This is an optimization exercise on Yosys and OpenROAD, whose aim is small area, a short achievable clock period and few clock cycles, not a production implementation. Only simulation tests tie the RTL to the original design; equivalence was not proved. Power figures rest on the tool's default switching activity, not on a simulated workload.

## flow/design.v

```verilog
module bitpack_stream (
    input  wire        clk,
    input  wire        rst,
    input  wire        cmd_valid,
    input  wire [15:0] cmd_word,
    output wire        cmd_ready,
    input  wire        in_valid,
    input  wire [63:0] in_data,
    output wire        in_ready,
    output wire        out_valid,
    output wire [63:0] out_data,
    input  wire        out_ready,
    output wire        done,
    output reg  [2:0]  done_cause,
    output reg  [6:0]  done_info
);
  localparam [2:0] CAUSE_OK      = 3'd0;
  localparam [2:0] CAUSE_BADBPV  = 3'd1;
  localparam [2:0] CAUSE_RANGE   = 3'd2;
  localparam [2:0] CAUSE_ILLEGAL = 3'd4;
  localparam [1:0] S_IDLE = 2'd0;
  localparam [1:0] S_PACK = 2'd1;
  localparam [1:0] S_UNPK = 2'd2;
  localparam [1:0] S_DONE = 2'd3;
  reg  [1:0]  state;
  reg         w64;         
  reg         pairs;       
  reg  [4:0]  bpv;
  reg  [6:0]  fill;        
  reg  [1:0]  lane;        
  reg  [7:0]  count;       
  reg         rng_err;     
  reg  [6:0]  rng_idx;     
  reg  [63:0] acc [0:3];
  reg         ov_r;
  reg  [63:0] od_r;
  reg  [63:0] cur [0:3];
  reg  [63:0] nxt [0:3];
  reg  [1:0]  have;
  reg  [31:0] pbuf [0:63];
  wire [3:0] c_op   = cmd_word[3:0];
  wire       c_wsel = cmd_word[4];
  wire [2:0] c_za   = cmd_word[7:5];
  wire [7:0] c_bpv  = cmd_word[15:8];
  wire       c_legal  = (c_za == 3'd0) && (c_op == 4'd1 || c_op == 4'd2 || c_op == 4'd3);
  wire       c_bpv_ok = (c_bpv != 8'd0) && (c_bpv < 8'd32);
  wire [6:0]  wbits     = w64 ? 7'd64 : 7'd32;
  wire [1:0]  last_lane = w64 ? 2'd1 : 2'd3;
  wire [63:0] vmask     = (64'd1 << bpv) - 64'd1;
  wire [6:0]  fill_nb   = fill + {2'b00, bpv};
  wire        step_end  = (lane == last_lane);
  wire        pk_take   = (state == S_PACK) && (count != 8'd128) && in_valid && in_ready;
  wire [63:0] pk_x      = in_data & vmask;
  wire        pk_oor    = |(in_data & ~vmask);
  wire [63:0] pk_merged = acc[lane] | (pk_x << fill);
  wire        pk_flush  = (fill_nb >= wbits);
  wire [63:0] pk_word   = w64 ? pk_merged : {32'd0, pk_merged[31:0]};
  wire [63:0] pk_rest   = pk_x >> (wbits - fill);
  wire         up_need_row = !((have == 2'd2) || (have == 2'd1 && fill_nb <= wbits));
  wire         up_load = (state == S_UNPK) && (count != 8'd128) && up_need_row && in_valid;
  wire [127:0] up_win  = w64 ? {nxt[lane], cur[lane]}
                             : {64'd0, nxt[lane][31:0], cur[lane][31:0]};
  wire [127:0] up_shr  = up_win >> fill;
  wire [63:0]  up_val  = up_shr[63:0] & vmask;
  wire         up_ready = (state == S_UNPK) && (count != 8'd128) && !up_need_row;
  wire         up_hold  = pairs && !count[6];    
  wire         up_take  = up_ready && (up_hold || out_ready);
  assign cmd_ready = (state == S_IDLE);
  assign done      = (state == S_DONE);
  assign in_ready  = ((state == S_PACK) && (count != 8'd128) && (!ov_r || out_ready)) ||
                     ((state == S_UNPK) && (count != 8'd128) && up_need_row);
  assign out_valid = (state == S_UNPK) ? (up_ready && !up_hold) : ov_r;
  assign out_data  = (state == S_UNPK) ? (pairs ? {pbuf[count[5:0]], up_val[31:0]} : up_val)
                                       : od_r;
  integer i;
  always @(posedge clk) begin
    if (rst) begin
      state   <= S_IDLE;
      ov_r    <= 1'b0;
      count   <= 8'd0;
      lane    <= 2'd0;
      fill    <= 7'd0;
      have    <= 2'd0;
      rng_err <= 1'b0;
    end else begin
      if (ov_r && out_ready)
        ov_r <= 1'b0;
      case (state)
        S_IDLE: begin
          if (cmd_valid) begin
            w64     <= c_wsel;
            bpv     <= c_bpv[4:0];
            pairs   <= (c_op == 4'd3);
            fill    <= 7'd0;
            lane    <= 2'd0;
            count   <= 8'd0;
            have    <= 2'd0;
            rng_err <= 1'b0;
            rng_idx <= 7'd0;
            for (i = 0; i < 4; i = i + 1)
              acc[i] <= 64'd0;
            if (!c_legal) begin
              done_cause <= CAUSE_ILLEGAL;
              done_info  <= 7'd0;
              state      <= S_DONE;
            end else if (!c_bpv_ok) begin
              done_cause <= CAUSE_BADBPV;
              done_info  <= 7'd0;
              state      <= S_DONE;
            end else if (c_op == 4'd1) begin
              state <= S_PACK;
            end else begin
              state <= S_UNPK;
            end
          end
        end
        S_PACK: begin
          if (pk_take) begin
            if (pk_oor && !rng_err) begin
              rng_err <= 1'b1;
              rng_idx <= count[6:0];
            end
            if (pk_flush) begin
              ov_r       <= 1'b1;
              od_r       <= pk_word;
              acc[lane]  <= pk_rest;
            end else begin
              acc[lane]  <= pk_merged;
            end
            if (step_end) begin
              lane <= 2'd0;
              fill <= pk_flush ? (fill_nb - wbits) : fill_nb;
            end else begin
              lane <= lane + 2'd1;
            end
            count <= count + 8'd1;
          end
          if (count == 8'd128 && !ov_r) begin
            done_cause <= rng_err ? CAUSE_RANGE : CAUSE_OK;
            done_info  <= rng_err ? rng_idx : 7'd0;
            state      <= S_DONE;
          end
        end
        S_UNPK: begin
          if (up_load) begin
            if (have == 2'd0)
              cur[lane] <= in_data;
            else
              nxt[lane] <= in_data;
            if (step_end) begin
              lane <= 2'd0;
              have <= have + 2'd1;
            end else begin
              lane <= lane + 2'd1;
            end
          end else if (up_take) begin
            if (up_hold)
              pbuf[count[5:0]] <= up_val[31:0];
            if (step_end) begin
              lane <= 2'd0;
              if (fill_nb >= wbits) begin
                fill <= fill_nb - wbits;
                for (i = 0; i < 4; i = i + 1)
                  cur[i] <= nxt[i];
                have <= have - 2'd1;
              end else begin
                fill <= fill_nb;
              end
            end else begin
              lane <= lane + 2'd1;
            end
            count <= count + 8'd1;
          end
          if (count == 8'd128) begin
            done_cause <= CAUSE_OK;
            done_info  <= 7'd0;
            state      <= S_DONE;
          end
        end
        S_DONE: begin
          state <= S_IDLE;
        end
      endcase
    end
  end
endmodule
```

## flow/run.sh

```bash
#!/bin/bash
# synth_recipe.tcl (not shown) runs the flow's synth.tcl, then flattens the netlist and writes it again
# the make line also repeats each setting of config.mk as NAME=value (left out here)
make -C /OpenROAD-flow-scripts/flow DESIGN_CONFIG=/design/flow/config.mk WORK_HOME=/design/flow/orfs CLKGATE_MAP_FILE= SYNTH_SCRIPT=/design/flow/synth_recipe.tcl finish
```

## flow/config.mk

```make
export PLATFORM = sky130hd
export DESIGN_NAME = bitpack_stream
export DESIGN_NICKNAME = bitpack_stream
export VERILOG_FILES = /design/flow/design.v
export SDC_FILE = /design/flow/constraint.sdc
export NUM_CORES = 4
export LEC_CHECK = 0
export CAP_MARGIN = 20
export CORE_MARGIN = 2
export CORE_UTILIZATION = 30
export SETUP_SLACK_MARGIN = 0.2
export SLEW_MARGIN = 20
```

## flow/constraint.sdc

```tcl
create_clock -name core_clock -period 9.0 [get_ports {clk}]
set_input_delay 1.8000 -clock core_clock [delete_from_list [all_inputs] [get_ports {clk}]]
set_output_delay 1.8000 -clock core_clock [all_outputs]
set_load 0.01 [all_outputs]
```

==> results.tsv <==
stage	metric	value	unit
run_status	status	finished clean	
yosys	synth-edff-count	2904	
setup_path	worstPathArrival	6.93	ns
place	place_ws	1.25	ns
global_route	gr-total-overflow	0	
routing	drt_iter0_markers	13960	
cts	post_cts_buffers	0	
setup_path	cpLargestDelayFamily	simple AND/OR/NAND/NOR gates	
setup_path	crit_fanout	40	
routing	avgRoutedWirePerCell	37.8	um
cts	worstSkewPairLatency	0.97	ns
cells_and_area	drive_gt1_share	22.9	%
setup_path	max_stage_delay	0.85	ns
sta	slew_viol_final	0	
routing	dr.pass1.iters	8	
floorplan	fp.dieW	680	um
yosys	synthArstFlopShare	0	%
yosys	ys.flop_type	edfxtp_1	
cts	cts_htree_levels	5	
sta	max_freq	115	MHz
hold_path	min-delay-path-class	register to register	
routing	antenna_left	0	
cts	cts-root-buf	clkbuf_16	
pwr	irDropWorstVdd	337	uV
yosys	synth_nets	8991	
sta	rsz0062_at_grt	false	
pwr	p_leak	49.5	nW
sta	tns	0	ns
yosys	syn_area	0.137	mm2
global_route	grt_usage	24.6	%
setup_path	end_kind	output pin	
routing	drc	0	
setup_path	start_kind	register	
global_route	grt_max_degree	140	
sta	period_share	97.0	%
run	maxCapViolations	0	
setup_path	cp_slowest_cell	or4_1	
global_route	antenna_found_initial	47	
sta	finClkSkew	0.107	ns
cts	cts_resized	0	
sta	period_minus_slack	8.73	ns
cts	numClockSinks	2935	
yosys	ys_seq_area_share	64.1	%
setup_path	crit_top_cell	buf_4	
yosys	yosys_warnings	1	
place	port_buffers	162	
cells_and_area	fillers	43133	
sta	tightest_slew	1.32	ns
sta	setup_viol	0	
cells_and_area	final_common_cell	edfxtp_1	
cells_and_area	final_core_util	34.8	%
cells_and_area	final_net_count	9289	
place	gp_congestion	1.01	
floorplan	num_rows	248	
floorplan	die_h	680	um
cts	cts_tree	yes	
yosys	synth_cell_type_count	107	
sta	finalHoldViolations	0	
setup_path	path_cells	buf_4 > or4_1 > nor2_1 > inv_1 > ha_1 > buf_4 > or3b_2 > o32a_1 > and2_1 > nor3b_1 > o2bb2ai_4 > mux2_2 > clkdlybuf4s50_1	
floorplan	ios	163	
yosys	avgSynthCellArea	15.4	um2
cts	clk_pin_slew	0.06	ns
sta	slew_headroom	12.0	%
floorplan	start_util	30.1	%
routing	vias_per_cell	5.96	
yosys	synthCells	8876	
pwr	power_density	312	mW/mm2
floorplan	core_area	0.456	mm2
cts	numCtsBuffers	303	
yosys	synth-seq-cells	2935	
global_route	grt_pass1_vias	88387	
global_route	grt_pass1_wl	785000	um
place	dp_hpwl	415000	um
cells_and_area	area_growth	15.7	%
pwr	power	49.4	mW
cts	clockBufferDepth	4	
cells_and_area	final_cell_mix	edfxtp_1 (2,904), nand2_1 (933), mux4_2 (867)	
routing	postRouteWirelength	584000	um
setup_path	critPathKind	register to output pin	
sta	fin_ws	0.268	ns
setup_path	crit_buf_inv	4	
routing	vias	91957	
floorplan	die-area	0.462	mm2
cts	holdBufCountCts	0	
setup_path	cp_data_required_time	7.20	ns
==> through the flow <==
stage / std cells / hold WS [ns] / area [um2]
final: 15429 / 0.528 / 158000
after global routing: 15413 / 0.559 / 158000
after CTS: 15412 / 0.524 / 158000
after detailed placement: 14869 / 0.515 / 149000
after global placement: 14867 / 0.494 / 149000
after floorplan: 8876 / 0.475 / 137000
==> cell families after synthesis <==
logic type / after synthesis / share of synthesized area [%]
DFF: 2935 / 64.1
and+or+nand+nor: 2233 / 7.38
AOI/OAI and AO/OA: 1590 / 8.07
muxes: 1311 / 17.7
buffers and inverters: 751 / 2.34
adders and majority gates: 30 / 0.285
xor gates and xnor gates: 26 / 0.166
==> per-layer routing <==
layer	wire length (um)	track usage, %	part of all wire [%]	up-vias
li1	-	-	-	36706
met1	232000	32.8	40	48789
met2	261000	37.5	45	5425
met3	52000	4.95	8.9	1021
met4	38200	13.4	6.6	16
met5	98	0.146	0.017	-
==> sequential cells by signal, indices dropped and copies added (netlist names), 2 cells and up, named ones only <==
name / flops
pbuf: 2048
done_info: 7
nxt: 256
lane: 2
count: 8
have: 2
done_cause: 3
state: 2
cur: 256
acc: 256
od_r: 64
fill: 7
rng_idx: 7
bpv: 5
==> synthesized netlist by cell type, drive strengths merged, types with 61 or more instances <==
cell / n / area [um2]
nor2: 581 / 2180
a22oi: 85 / 638
clkbuf: 345 / 1300
nor4: 74 / 475
nor2b: 61 / 382
a21oi: 248 / 1240
buf: 301 / 1520
o21ai: 194 / 971
a31oi: 63 / 394
inv: 102 / 383
mux2i: 320 / 3220
edfxtp: 2904 / 87200
o211ai: 63 / 478
nand2: 936 / 3510
a211oi: 61 / 463
nor3: 114 / 576
o22ai: 328 / 2050
nand3: 136 / 681
and2: 69 / 432
mux2: 121 / 1370
mux4: 870 / 19600
==> worst paths after layout <==
kind,startpoint,endpoint,slack (ns),cells past startpoint
worst max-delay path,bpv[4]$_DFFE_PP_,out_data[10],0.27,13
worst min-delay path,count[7]$_SDFFE_PP0P_,count[7]$_SDFFE_PP0P_,0.53,2
worst max register to register,bpv[4]$_DFFE_PP_,acc[1][60]$_SDFFCE_PN0P_,1.13,14
worst min register to register,count[7]$_SDFFE_PP0P_,count[7]$_SDFFE_PP0P_,0.53,2
==> area by class of cell <==
class | count | area [um2] | share of cell area [%]
Antenna cell | 17 | 42.5 | 0.0268
Inverter | 105 | 408 | 0.257
Tap cell | 6000 | 7510 | 4.74
Clock buffer | 361 | 7860 | 4.96
Multi-Input combinational cell | 5190 | 47400 | 29.9
Clock inverter | 182 | 1750 | 1.10
Timing Repair Buffer | 639 | 5600 | 3.53
Sequential cell | 2935 | 87900 | 55.5
==> power by group <==
part / switching, mW / internal [mW] / leakage, nW
combinational: 14.0 / 5.50 / 18.0
sequential: 0.249 / 17.3 / 26.8
clock: 5.39 / 6.95 / 4.67
==> tightest hold or removal path: cells and delay by family, from the launching register on <==
family                    cells  cell delay (ns)
xor gates and xnor gates      1             0.08
DFF                           1             0.35
and+or+nand+nor               1             0.07
Testbench counts, summed over its fixed seeds: cycles 37,281.

-- static timing again, ports no longer ideal --
The results above use ideal ports. As a check the final layout listed here was re-extracted and re-timed, cells and wires unchanged. Step 1, drivers: a clkbuf_16 drives clk and a buf_2 each remaining input, both assumed. Step 2 moves the port delays by t, midway between the first and last clock arrival at a register: inputs arrive t later, outputs are due t later. That takes back most of the time a late clock gives input paths. Slacks: ideal / step 1 / step 2; pairs: ideal / step 1.
t, ns: 1.014
setup WS [ns]: 0.268 / 0.170 / 1.129
slew at the worst register clock pin (ns): 0.11 / 0.11
worst data-port slew with drivers (ns): 0.17
After both steps setup and hold are still met in this run. For this run, drivers alone change the setup slack by -0.098 ns; drivers and shift together by +0.861 ns.
